Background: an optimization exercise with open tools, aiming at small area, a short achievable clock period and few clock cycles per item. Do not read the settings as production practice. The RTL was checked by simulation tests, not by an equivalence proof against the original design. Power is estimated from default activity; no workload was simulated.

==> v22: inputs <==
## hs1_codec
module hs1_codec (
    input  wire        clk,
    input  wire        rst,
    input  wire        bus_valid,
    input  wire        bus_write,
    input  wire [11:0] bus_addr,
    input  wire [31:0] bus_wdata,
    output reg  [31:0] bus_rdata,
    output reg         bus_err,
    output wire        busy,
    output wire        irq
);
    localparam [31:0] ID_VALUE = 32'h48533101;
    localparam [3:0] OP_NOP = 4'h0, OP_CONF = 4'h1, OP_DEC = 4'h2,
                     OP_ENC = 4'h3, OP_REL  = 4'h4;
    localparam [1:0] ST_UNCONF = 2'b00, ST_KEYED = 2'b01, ST_RELEASED = 2'b10;
    localparam [3:0] E_OK = 4'd0, E_UNKNOWN_TYPE = 4'd1, E_BAD_MSG_LEN = 4'd2,
                     E_BAD_IV_LEN = 4'd3, E_BAD_PLAIN_LEN = 4'd4,
                     E_SIG_FAIL = 4'd5, E_NOT_CONF = 4'd6, E_BAD_KEY_LEN = 4'd7,
                     E_ILLEGAL = 4'd8;
    localparam [159:0] SHA1_IV = 160'h67452301_EFCDAB89_98BADCFE_10325476_C3D2E1F0;
    localparam [31:0] K1 = 32'h5A827999, K2 = 32'h6ED9EBA1,
                      K3 = 32'h8F1BBCDC, K4 = 32'hCA62C1D6;
    reg [511:0] enc_stage, int_stage;      
    reg [127:0] iv_buf;
    reg [511:0] data_in;
    reg [15:0]  ev, kv, dv;                
    reg [3:0]   vv;                        
    reg [287:0] data_out;                  
    reg         dout_v;                    
    reg [31:0]  len_r;
    reg [1:0]   state;
    reg         busy_r;
    reg [2:0]   act_type;
    reg [3:0]   err_code, last_op;
    reg [5:0]   out_len;
    reg [2:0]   int_st, int_en;
    reg [3:0]   pend_op;
    reg [2:0]   pend_type;
    wire [7:0] in_len      = len_r[7:0];
    wire [7:0] iv_len      = len_r[15:8];
    wire [7:0] enc_key_len = len_r[23:16];
    wire [7:0] int_key_len = len_r[31:24];
    assign busy = busy_r;
    reg         irq_r;                     
    assign irq  = irq_r;
    wire [11:0] off = bus_addr;
    wire aligned   = (off[1:0] == 2'b00);
    wire in_regs   = (off < 12'h018);
    wire in_keys   = (off >= 12'h100) && (off < 12'h180);
    wire in_iv     = (off >= 12'h180) && (off < 12'h190);
  ...
Settings: LEC_CHECK=0, CAP_MARGIN=40, CELL_PAD_IN_SITES_DETAIL_PLACEMENT=1, CELL_PAD_IN_SITES_GLOBAL_PLACEMENT=1, CORE_MARGIN=2, CORE_UTILIZATION=48, CTS_BUF_LIST=sky130_fd_sc_hd__clkbuf_8, PLACE_DENSITY=0.62, SETUP_SLACK_MARGIN=5, SLEW_MARGIN=20; clock period 10.0 ns.
run.sh (not shown) runs the stock make flow with config.mk's settings and CLKGATE_MAP_FILE= SYNTH_SCRIPT=/design/flow/synth_recipe.tcl, a recipe that flattens the netlist after the stock synthesis.
==> inputs of v21, as changes to v22 <==
--- a/flow/design.v
+++ b/flow/design.v
@@ -1,12 +1,18 @@
 module hs1_sha1 (
-    input  wire [31:0] a,
-    input  wire [31:0] fu, fv, fw,
-    input  wire [31:0] fp, fn, p1,
+    input  wire        f_ch,      
+    input  wire        f_maj,     
+    input  wire [31:0] a, b, c,
+    input  wire [31:0] fq, p0, p1,
     output wire [31:0] a1,        
     output wire [31:0] a2         
 );
+    wire [31:0] rb = {b[1:0], b[31:2]};
+    wire [31:0] f1 = f_ch  ? ((a & rb) | (~a & c)) :
+                     f_maj ? ((a & rb) | (a & c) | (rb & c)) :
+                             (a ^ rb ^ c);
+    wire [31:0] x1 = add_pp(f1, p1);
     function [31:0] add_pp;
         input [31:0] x, y;
         reg   [31:0] g, p, t;
         integer i, s;
         begin
@@ -20,15 +26,13 @@
                 end
             add_pp = p ^ {g[30:0], 1'b0};
         end
     endfunction
     wire [31:0] ra = {a[26:0], a[31:27]};
-    wire [31:0] cs = ra ^ fu;
-    wire [31:0] cc = (ra & fw) | (~ra & fv);
+    wire [31:0] cs = ra ^ fq ^ p0;
+    wire [31:0] cc = (ra & fq) | (ra & p0) | (fq & p0);
     assign a1 = add_pp(cs, {cc[30:0], 1'b0});
-    wire [31:0] f1 = (a & fp) | (~a & fn);
-    wire [31:0] x1 = add_pp(f1, p1);
     assign a2 = add_pp({a1[26:0], a1[31:27]}, x1);
 endmodule
 module hs1_codec (
     input  wire        clk,
     input  wire        rst,
@@ -71,12 +75,11 @@
     wire [7:0] in_len      = len_r[7:0];
     wire [7:0] iv_len      = len_r[15:8];
     wire [7:0] enc_key_len = len_r[23:16];
     wire [7:0] int_key_len = len_r[31:24];
     assign busy = busy_r;
-    reg         irq_r;                     
-    assign irq  = irq_r;
+    assign irq  = |(int_st & int_en);
     wire [11:0] off = bus_addr;
     wire aligned   = (off[1:0] == 2'b00);
     wire in_regs   = (off < 12'h018);
     wire in_keys   = (off >= 12'h100) && (off < 12'h180);
     wire in_iv     = (off >= 12'h180) && (off < 12'h190);
@@ -90,16 +93,15 @@
     wire sreset    = wr_cmd && (bus_wdata == 32'h0000000F);
     wire gated     = acc_wr && !sreset &&
                      ((off == 12'h004) || (off == 12'h014) || in_keys || in_iv || in_din);
     wire dropped   = gated && busy_r;
     wire accept    = gated && !busy_r;
-    wire buf_wr    = bus_valid && bus_write && aligned && !busy_r;
-    wire wr_len    = buf_wr && (off == 12'h014);
-    wire wr_enc    = buf_wr && (off[11:6] == 6'b000100);
-    wire wr_int    = buf_wr && (off[11:6] == 6'b000101);
-    wire wr_iv     = buf_wr && (off[11:4] == 8'h18);
-    wire wr_din    = buf_wr && (off[11:6] == 6'b000111);
+    wire wr_len    = accept && (off == 12'h014);
+    wire wr_enc    = accept && (off >= 12'h100) && (off < 12'h140);
+    wire wr_int    = accept && (off >= 12'h140) && (off < 12'h180);
+    wire wr_iv     = accept && in_iv;
+    wire wr_din    = accept && in_din;
     wire issue     = accept && (off == 12'h004);
     wire [3:0] cw_op   = bus_wdata[3:0];
     wire [2:0] cw_type = bus_wdata[6:4];
     wire cw_valid = (bus_wdata[31:7] == 25'd0) &&
                     ((cw_op == OP_CONF) ||
@@ -143,15 +145,15 @@
     wire ty16 = (act_type == 3'd0);
     wire ty12 = (act_type == 3'd3);
     reg  [5:0]   cnt;
     reg  [2:0]   st;
     reg          ph_setup, ph_round;           
+    reg          f_ch, f_maj;                  
     reg  [159:0] h0, h1, h2, h3;
     reg  [31:0]  a, b, c, d, e;
-    reg  [31:0]  fu, fv, fw;
-    reg  [31:0]  fp, fn;
-    reg  [31:0]  p1;               
+    reg  [31:0]  fq;               
+    reg  [31:0]  p0, p1;           
     reg  [511:0] win;              
     reg  [63:0]  nb;               
     reg  [31:0]  dg;               
     reg  [127:0] xpad;             
     reg  is_conf, is_dec;          
@@ -203,12 +205,13 @@
     wire [31:0] dd = d;
     wire [31:0] de = e;
     wire [127:0] x_src    = is_dec ? din_hi : din_lo;
     wire [127:0] xpad_new = x_src ^ {da, db, dc, dd};
     wire [127:0] plain    = is_dec ? xpad_new : din_lo;
-    reg  [2:0]   pm;               
-    reg  [2:0]   pst;              
+    wire         pf_next = !busy_r || last;
+    wire [2:0]   pm  = pf_next ? 3'd0 : (cnt[2:0] + 3'd1);
+    wire [2:0]   pst = !busy_r ? 3'd0 : (last ? st + 3'd1 : st);
     wire [63:0]  kpe  = enc_stage[511 - 64*pm -: 64] &
                         {{32{ev[{pm, 1'b0}]}}, {32{ev[{pm, 1'b1}]}}};
     wire [63:0]  kpi  = int_stage[511 - 64*pm -: 64] &
                         {{32{kv[{pm, 1'b0}]}}, {32{kv[{pm, 1'b1}]}}};
     wire [63:0]  kp   = pst[1] ? kpi : kpe;
@@ -296,42 +299,39 @@
                           (prelast ? h_cur[159:128] : 32'd0);
     wire [31:0] ffb = h_cur[127:96] + ra1;
     wire [31:0] ffc = h_cur[95:64]  + rotl30(a);
     wire [31:0] ra1, ra2;
     hs1_sha1 u_rounds (
-        .a (a),
-        .fu (fu), .fv (fv), .fw (fw),
-        .fp (fp), .fn (fn), .p1 (p1),
+        .f_ch (f_ch), .f_maj (f_maj),
+        .a (a), .b (b), .c (c),
+        .fq (fq), .p0 (p0), .p1 (p1),
         .a1 (ra1), .a2 (ra2)
     );
     wire       nx_ch  = ph_setup || (cnt < 6'd10);
     wire       nx_maj = !ph_setup && (cnt >= 6'd20) && (cnt < 6'd30);
     wire [31:0] nb_b = ph_setup ? h_load[127:96] : ra1;
     wire [31:0] nb_c = ph_setup ? h_load[95:64]  : rotl30(a);
     wire [31:0] nb_d = ph_setup ? h_load[63:32]  : rotl30(b);
-    wire [31:0] fq_next = fsel(nx_ch, nx_maj, nb_b, nb_c, nb_d);
-    wire [31:0] ny = rotl30(nb_b);
-    wire [31:0] nz = nb_c;
     always @(posedge clk) begin
         win  <= {w1, w0, win[511:64]};
+        p0   <= p0_next;
         p1   <= p1_next;
         nb   <= bw;
-        fu   <= fq_next ^ p0_next;
-        fv   <= fq_next & p0_next;
-        fw   <= fq_next | p0_next;
-        fp   <= nx_ch ? ny : nx_maj ? (ny | nz) : ~(ny ^ nz);
-        fn   <= nx_ch ? nz : nx_maj ? (ny & nz) : (ny ^ nz);
+        fq   <= fsel(nx_ch, nx_maj, nb_b, nb_c, nb_d);
+        f_ch  <= nx_ch;
+        f_maj <= nx_maj;
         if (ph_round) begin
             a <= ra2;
             b <= last ? ffb : ra1;
             c <= last ? ffc : rotl30(a);
             d <= last ? p1_next : rotl30(b);
             e <= last ? p0_next : c;
         end else begin
             {a, b, c, d, e} <= h_load;
         end
-        dg <= de;              
+        if (ph_setup)
+            dg <= de;
     end
     wire [31:0] tag_calc = da;
     reg  [31:0] tag_rx;
     reg  [287:0] dec_out, enc_out;
     always @(*) begin
@@ -449,21 +449,10 @@
             if (wr_din) dv <= dv | wsel;
             if (wr_iv)  vv <= vv | wsel[3:0];
             if (wr_len) len_r <= bus_wdata;
         end
     end
-    wire [2:0] int_st_n = (int_st & ~(wr_int_st ? bus_wdata[2:0] : 3'd0))
-                          | {dropped,
-                             (cmpl && (cmpl_code != E_OK)) || (issue && !cw_valid),
-                             cmpl || (issue && !cw_valid)};
-    wire [2:0] int_en_n = wr_int_en ? bus_wdata[2:0] : int_en;
-    always @(posedge clk) begin
-        if (rst || sreset)
-            irq_r <= 1'b0;
-        else
-            irq_r <= |(int_st_n & int_en_n);
-    end
     always @(posedge clk) begin
         if (rst || sreset) begin
             dout_v    <= 1'b0;
             state     <= ST_UNCONF;
             busy_r    <= 1'b0;
@@ -472,11 +461,11 @@
             last_op   <= 4'd0;
             out_len   <= 6'd0;
             int_st    <= 3'd0;
             int_en    <= 3'd0;
         end else begin
-            int_en <= int_en_n;
+            if (wr_int_en) int_en <= bus_wdata[2:0];
             if (issue) begin
                 last_op <= cw_op;
                 if (cw_valid) begin
                     pend_op   <= cw_op;
                     pend_type <= cw_type;
@@ -503,11 +492,14 @@
                 err_code <= cmpl_code;
                 busy_r   <= 1'b0;
             end
             if (issue && !cw_valid)
                 err_code <= E_ILLEGAL;
-            int_st <= int_st_n;
+            int_st <= (int_st & ~(wr_int_st ? bus_wdata[2:0] : 3'd0))
+                      | {dropped,
+                         (cmpl && (cmpl_code != E_OK)) || (issue && !cw_valid),
+                         cmpl || (issue && !cw_valid)};
         end
     end
     always @(posedge clk) begin
         last    <= 1'b0;
         prelast <= 1'b0;
@@ -519,38 +511,32 @@
         sw_pd   <= 1'b0;
         kidx    <= 2'd0;
         if (!busy_r || cmpl) begin
             cnt      <= 6'd0;
             st       <= 3'd0;
-            pm       <= (issue && cw_valid) ? 3'd1 : 3'd0;
-            pst      <= 3'd0;
             ph_setup <= 1'b1;
             ph_round <= 1'b0;
             sw_nb    <= (cw_op == OP_CONF);
             sw_d01   <= (cw_op == OP_DEC);
             sw_iv    <= (cw_op == OP_ENC);
         end else if (ph_setup) begin
             cnt      <= 6'd1;
             ph_setup <= 1'b0;
             ph_round <= 1'b1;
             sw_nb    <= 1'b1;
-            pm       <= 3'd2;
         end else if (last) begin
             cnt      <= 6'd0;
             st       <= st + 3'd1;
             ph_setup <= 1'b1;
             ph_round <= 1'b0;
-            pm       <= 3'd1;
             sw_nb    <= is_conf;
             sw_a     <= !is_conf && !st[0];
             sw_pd    <= !is_conf && st[0] && !st[1] && is_dec;
             sw_d01   <= !is_conf && st[0] && !st[1] && !is_dec;
         end else begin
             cnt     <= cnt + 6'd1;
             last    <= (cnt == 6'd39);
-            pm      <= (cnt == 6'd39) ? 3'd0 : (cnt[2:0] + 3'd2);
-            if (cnt == 6'd39) pst <= st + 3'd1;
             prelast <= (cnt == 6'd38);
             sw_nb   <= (cnt < 6'd7);
             sw_sch  <= (cnt >= 6'd7) && (cnt < 6'd39);
             kidx    <= (cnt < 6'd9) ? 2'd0 : (cnt < 6'd19) ? 2'd1 : (cnt < 6'd29) ? 2'd2 : 2'd3;
         end
CORE_UTILIZATION = 40   (was 48)
PLACE_DENSITY = 0.55   (was 0.62)
SETUP_SLACK_MARGIN = 4   (was 5)
==> inputs of v10, as changes to v22 <==
--- a/flow/design.v
+++ b/flow/design.v
@@ -1,12 +1,18 @@
 module hs1_sha1 (
-    input  wire [31:0] a,
-    input  wire [31:0] fu, fv, fw,
-    input  wire [31:0] fp, fn, p1,
+    input  wire        f_ch,      
+    input  wire        f_maj,     
+    input  wire [31:0] a, b, c,
+    input  wire [31:0] fq, p0, p1,
     output wire [31:0] a1,        
     output wire [31:0] a2         
 );
+    wire [31:0] rb = {b[1:0], b[31:2]};
+    wire [31:0] f1 = f_ch  ? ((a & rb) | (~a & c)) :
+                     f_maj ? ((a & rb) | (a & c) | (rb & c)) :
+                             (a ^ rb ^ c);
+    wire [31:0] x1 = add_pp(f1, p1);
     function [31:0] add_pp;
         input [31:0] x, y;
         reg   [31:0] g, p, t;
         integer i, s;
         begin
@@ -20,15 +26,13 @@
                 end
             add_pp = p ^ {g[30:0], 1'b0};
         end
     endfunction
     wire [31:0] ra = {a[26:0], a[31:27]};
-    wire [31:0] cs = ra ^ fu;
-    wire [31:0] cc = (ra & fw) | (~ra & fv);
+    wire [31:0] cs = ra ^ fq ^ p0;
+    wire [31:0] cc = (ra & fq) | (ra & p0) | (fq & p0);
     assign a1 = add_pp(cs, {cc[30:0], 1'b0});
-    wire [31:0] f1 = (a & fp) | (~a & fn);
-    wire [31:0] x1 = add_pp(f1, p1);
     assign a2 = add_pp({a1[26:0], a1[31:27]}, x1);
 endmodule
 module hs1_codec (
     input  wire        clk,
     input  wire        rst,
@@ -71,12 +75,11 @@
     wire [7:0] in_len      = len_r[7:0];
     wire [7:0] iv_len      = len_r[15:8];
     wire [7:0] enc_key_len = len_r[23:16];
     wire [7:0] int_key_len = len_r[31:24];
     assign busy = busy_r;
-    reg         irq_r;                     
-    assign irq  = irq_r;
+    assign irq  = |(int_st & int_en);
     wire [11:0] off = bus_addr;
     wire aligned   = (off[1:0] == 2'b00);
     wire in_regs   = (off < 12'h018);
     wire in_keys   = (off >= 12'h100) && (off < 12'h180);
     wire in_iv     = (off >= 12'h180) && (off < 12'h190);
@@ -90,16 +93,15 @@
     wire sreset    = wr_cmd && (bus_wdata == 32'h0000000F);
     wire gated     = acc_wr && !sreset &&
                      ((off == 12'h004) || (off == 12'h014) || in_keys || in_iv || in_din);
     wire dropped   = gated && busy_r;
     wire accept    = gated && !busy_r;
-    wire buf_wr    = bus_valid && bus_write && aligned && !busy_r;
-    wire wr_len    = buf_wr && (off == 12'h014);
-    wire wr_enc    = buf_wr && (off[11:6] == 6'b000100);
-    wire wr_int    = buf_wr && (off[11:6] == 6'b000101);
-    wire wr_iv     = buf_wr && (off[11:4] == 8'h18);
-    wire wr_din    = buf_wr && (off[11:6] == 6'b000111);
+    wire wr_len    = accept && (off == 12'h014);
+    wire wr_enc    = accept && (off >= 12'h100) && (off < 12'h140);
+    wire wr_int    = accept && (off >= 12'h140) && (off < 12'h180);
+    wire wr_iv     = accept && in_iv;
+    wire wr_din    = accept && in_din;
     wire issue     = accept && (off == 12'h004);
     wire [3:0] cw_op   = bus_wdata[3:0];
     wire [2:0] cw_type = bus_wdata[6:4];
     wire cw_valid = (bus_wdata[31:7] == 25'd0) &&
                     ((cw_op == OP_CONF) ||
@@ -143,15 +145,15 @@
     wire ty16 = (act_type == 3'd0);
     wire ty12 = (act_type == 3'd3);
     reg  [5:0]   cnt;
     reg  [2:0]   st;
     reg          ph_setup, ph_round;           
+    reg          f_ch, f_maj;                  
     reg  [159:0] h0, h1, h2, h3;
     reg  [31:0]  a, b, c, d, e;
-    reg  [31:0]  fu, fv, fw;
-    reg  [31:0]  fp, fn;
-    reg  [31:0]  p1;               
+    reg  [31:0]  fq;               
+    reg  [31:0]  p0, p1;           
     reg  [511:0] win;              
     reg  [63:0]  nb;               
     reg  [31:0]  dg;               
     reg  [127:0] xpad;             
     reg  is_conf, is_dec;          
@@ -203,12 +205,13 @@
     wire [31:0] dd = d;
     wire [31:0] de = e;
     wire [127:0] x_src    = is_dec ? din_hi : din_lo;
     wire [127:0] xpad_new = x_src ^ {da, db, dc, dd};
     wire [127:0] plain    = is_dec ? xpad_new : din_lo;
-    reg  [2:0]   pm;               
-    reg  [2:0]   pst;              
+    wire         pf_next = !busy_r || last;
+    wire [2:0]   pm  = pf_next ? 3'd0 : (cnt[2:0] + 3'd1);
+    wire [2:0]   pst = !busy_r ? 3'd0 : (last ? st + 3'd1 : st);
     wire [63:0]  kpe  = enc_stage[511 - 64*pm -: 64] &
                         {{32{ev[{pm, 1'b0}]}}, {32{ev[{pm, 1'b1}]}}};
     wire [63:0]  kpi  = int_stage[511 - 64*pm -: 64] &
                         {{32{kv[{pm, 1'b0}]}}, {32{kv[{pm, 1'b1}]}}};
     wire [63:0]  kp   = pst[1] ? kpi : kpe;
@@ -296,42 +299,39 @@
                           (prelast ? h_cur[159:128] : 32'd0);
     wire [31:0] ffb = h_cur[127:96] + ra1;
     wire [31:0] ffc = h_cur[95:64]  + rotl30(a);
     wire [31:0] ra1, ra2;
     hs1_sha1 u_rounds (
-        .a (a),
-        .fu (fu), .fv (fv), .fw (fw),
-        .fp (fp), .fn (fn), .p1 (p1),
+        .f_ch (f_ch), .f_maj (f_maj),
+        .a (a), .b (b), .c (c),
+        .fq (fq), .p0 (p0), .p1 (p1),
         .a1 (ra1), .a2 (ra2)
     );
     wire       nx_ch  = ph_setup || (cnt < 6'd10);
     wire       nx_maj = !ph_setup && (cnt >= 6'd20) && (cnt < 6'd30);
     wire [31:0] nb_b = ph_setup ? h_load[127:96] : ra1;
     wire [31:0] nb_c = ph_setup ? h_load[95:64]  : rotl30(a);
     wire [31:0] nb_d = ph_setup ? h_load[63:32]  : rotl30(b);
-    wire [31:0] fq_next = fsel(nx_ch, nx_maj, nb_b, nb_c, nb_d);
-    wire [31:0] ny = rotl30(nb_b);
-    wire [31:0] nz = nb_c;
     always @(posedge clk) begin
         win  <= {w1, w0, win[511:64]};
+        p0   <= p0_next;
         p1   <= p1_next;
         nb   <= bw;
-        fu   <= fq_next ^ p0_next;
-        fv   <= fq_next & p0_next;
-        fw   <= fq_next | p0_next;
-        fp   <= nx_ch ? ny : nx_maj ? (ny | nz) : ~(ny ^ nz);
-        fn   <= nx_ch ? nz : nx_maj ? (ny & nz) : (ny ^ nz);
+        fq   <= fsel(nx_ch, nx_maj, nb_b, nb_c, nb_d);
+        f_ch  <= nx_ch;
+        f_maj <= nx_maj;
         if (ph_round) begin
             a <= ra2;
             b <= last ? ffb : ra1;
             c <= last ? ffc : rotl30(a);
             d <= last ? p1_next : rotl30(b);
             e <= last ? p0_next : c;
         end else begin
             {a, b, c, d, e} <= h_load;
         end
-        dg <= de;              
+        if (ph_setup)
+            dg <= de;
     end
     wire [31:0] tag_calc = da;
     reg  [31:0] tag_rx;
     reg  [287:0] dec_out, enc_out;
     always @(*) begin
@@ -449,21 +449,10 @@
             if (wr_din) dv <= dv | wsel;
             if (wr_iv)  vv <= vv | wsel[3:0];
             if (wr_len) len_r <= bus_wdata;
         end
     end
-    wire [2:0] int_st_n = (int_st & ~(wr_int_st ? bus_wdata[2:0] : 3'd0))
-                          | {dropped,
-                             (cmpl && (cmpl_code != E_OK)) || (issue && !cw_valid),
-                             cmpl || (issue && !cw_valid)};
-    wire [2:0] int_en_n = wr_int_en ? bus_wdata[2:0] : int_en;
-    always @(posedge clk) begin
-        if (rst || sreset)
-            irq_r <= 1'b0;
-        else
-            irq_r <= |(int_st_n & int_en_n);
-    end
     always @(posedge clk) begin
         if (rst || sreset) begin
             dout_v    <= 1'b0;
             state     <= ST_UNCONF;
             busy_r    <= 1'b0;
@@ -472,11 +461,11 @@
             last_op   <= 4'd0;
             out_len   <= 6'd0;
             int_st    <= 3'd0;
             int_en    <= 3'd0;
         end else begin
-            int_en <= int_en_n;
+            if (wr_int_en) int_en <= bus_wdata[2:0];
             if (issue) begin
                 last_op <= cw_op;
                 if (cw_valid) begin
                     pend_op   <= cw_op;
                     pend_type <= cw_type;
@@ -503,11 +492,14 @@
                 err_code <= cmpl_code;
                 busy_r   <= 1'b0;
             end
             if (issue && !cw_valid)
                 err_code <= E_ILLEGAL;
-            int_st <= int_st_n;
+            int_st <= (int_st & ~(wr_int_st ? bus_wdata[2:0] : 3'd0))
+                      | {dropped,
+                         (cmpl && (cmpl_code != E_OK)) || (issue && !cw_valid),
+                         cmpl || (issue && !cw_valid)};
         end
     end
     always @(posedge clk) begin
         last    <= 1'b0;
         prelast <= 1'b0;
@@ -519,38 +511,32 @@
         sw_pd   <= 1'b0;
         kidx    <= 2'd0;
         if (!busy_r || cmpl) begin
             cnt      <= 6'd0;
             st       <= 3'd0;
-            pm       <= (issue && cw_valid) ? 3'd1 : 3'd0;
-            pst      <= 3'd0;
             ph_setup <= 1'b1;
             ph_round <= 1'b0;
             sw_nb    <= (cw_op == OP_CONF);
             sw_d01   <= (cw_op == OP_DEC);
             sw_iv    <= (cw_op == OP_ENC);
         end else if (ph_setup) begin
             cnt      <= 6'd1;
             ph_setup <= 1'b0;
             ph_round <= 1'b1;
             sw_nb    <= 1'b1;
-            pm       <= 3'd2;
         end else if (last) begin
             cnt      <= 6'd0;
             st       <= st + 3'd1;
             ph_setup <= 1'b1;
             ph_round <= 1'b0;
-            pm       <= 3'd1;
             sw_nb    <= is_conf;
             sw_a     <= !is_conf && !st[0];
             sw_pd    <= !is_conf && st[0] && !st[1] && is_dec;
             sw_d01   <= !is_conf && st[0] && !st[1] && !is_dec;
         end else begin
             cnt     <= cnt + 6'd1;
             last    <= (cnt == 6'd39);
-            pm      <= (cnt == 6'd39) ? 3'd0 : (cnt[2:0] + 3'd2);
-            if (cnt == 6'd39) pst <= st + 3'd1;
             prelast <= (cnt == 6'd38);
             sw_nb   <= (cnt < 6'd7);
             sw_sch  <= (cnt >= 6'd7) && (cnt < 6'd39);
             kidx    <= (cnt < 6'd9) ? 2'd0 : (cnt < 6'd19) ? 2'd1 : (cnt < 6'd29) ? 2'd2 : 2'd3;
         end
CORE_UTILIZATION = 45   (was 48)
PLACE_DENSITY = 0.58   (was 0.62)
==> inputs of v35, as changes to v22 <==
CORE_UTILIZATION = 42   (was 48)
PLACE_DENSITY = 0.55   (was 0.62)
TNS_END_PERCENT = 30   (was default)
==> notes.md <==
- The run finished with no timing, DRC or antenna violations.
- The post-layout instance count excluding filler cells is a little under 20000.
- In the layout the commonest cells are edfxtp_1, nand2_1, dfxtp_1.
- The first global-routing pass estimated about 1100000 µm of wire.
- The post-route worst setup slack is approximately 3.8 ns.
- Among all stages on the critical path, the largest delay is contributed by fa_1.
- In the global route stage, met3 resource usage came out at 0.115.
- By area the synthesized netlist is led by edfxtp_1, dfxtp_1, mux4_2.
- The share of the final layout cell area in multi-input gates is 0.315.
- For this block, the via count after detailed routing is 125000.
-- figures above: v21

==> notes.md <==
- The slowest stage of the critical path is the fa_1 cell.
- The global-route wire length before repair is between 1000000 and 1500000 µm.
- The count of cells in the finished layout, fillers not included, comes to slightly below 20000.
- In the layout the commonest cells are edfxtp_1, nand2_1, dfxtp_1.
- In the post-synthesis netlist, the biggest area contributors are edfxtp_1, dfxtp_1, mux4_2.
- The flow ran to the end and the layout has no timing, DRC or antenna violations.
- The routed layout has between 100k and 150k vias.
-- figures above: v10

==> notes.md <==
- The share of the final layout cell area in multi-input gates is 0.321.
- The met3 track utilization from global routing is 0.118.
- The run finished with no timing, DRC or antenna violations.
- In the post-synthesis netlist, the biggest area contributors are edfxtp_1, dfxtp_1, mux4_2.
- The sort of element at the start of the critical path is a register.
- The post-route worst setup slack is between 4 and 5 ns.
- The finished layout holds roughly 20000 standard cells, fillers aside.
- The combinational-cell power consumption is 1.82 mW.
- The master of the slowest instance on the critical path is dfxtp_4.
- The global-route wire length before repair is 1110000 µm.
-- figures above: v35

==> notes.md <==
- Leaving out fill and tap cells, the most frequent cells in the layout are edfxtp_1, nand2_1, dfxtp_1.
- The count of nets left with antenna violations after detail routing is 0.
- The post-route worst setup slack is approximately 4.4 ns.
- The flow ran to the end and the layout has no timing, DRC or antenna violations.
- The total number of vias is approximately 130k.
- The master of the slowest instance on the critical path is xnor2_1.
- The met3 track utilization from global routing is 0.179.
-- figures above: v22

Testbench counts of v22, summed over its fixed seeds: cycles 35,851, items 192.
Testbench counts of v21, summed over its fixed seeds: cycles 35,851, items 192.
Testbench counts of v10, summed over its fixed seeds: cycles 35,851, items 192.
Testbench counts of v35, summed over its fixed seeds: cycles 35,851, items 192.

what the ideal ports hide:
How much do the figures lean on ideal ports? The routed layouts below were timed once more, with nothing changed but the port constraints.
Step 1, drivers: a clkbuf_16 drives clk and a buf_2 each remaining input, both assumed.
Step 2 times the ports against the registers' clock, not the clock port: input delays grow and output delays shrink by t, the midpoint of the rising clock arrivals with the driver on.
a / b / c = ideal / step 1 / step 2; a / b = the first two.
run | shift t [ns] | slack for setup (ns) | clock arrival spread, ns
v22 | 1.384 | 4.364 / 4.364 / 3.439 | 0.106 / 0.106
v21 | 1.409 | 3.790 / 3.790 / 2.674 | 0.127 / 0.127
v10 | 1.392 | 3.855 / 3.855 / 3.543 | 0.105 / 0.104
v35 | 1.393 | 4.298 / 4.298 / 3.265 | 0.092 / 0.091
After both steps setup and hold are still met in every run listed. The setup slack of v21, which loses most, moves by 0.000 ns with the drivers and by -1.116 ns with both steps.
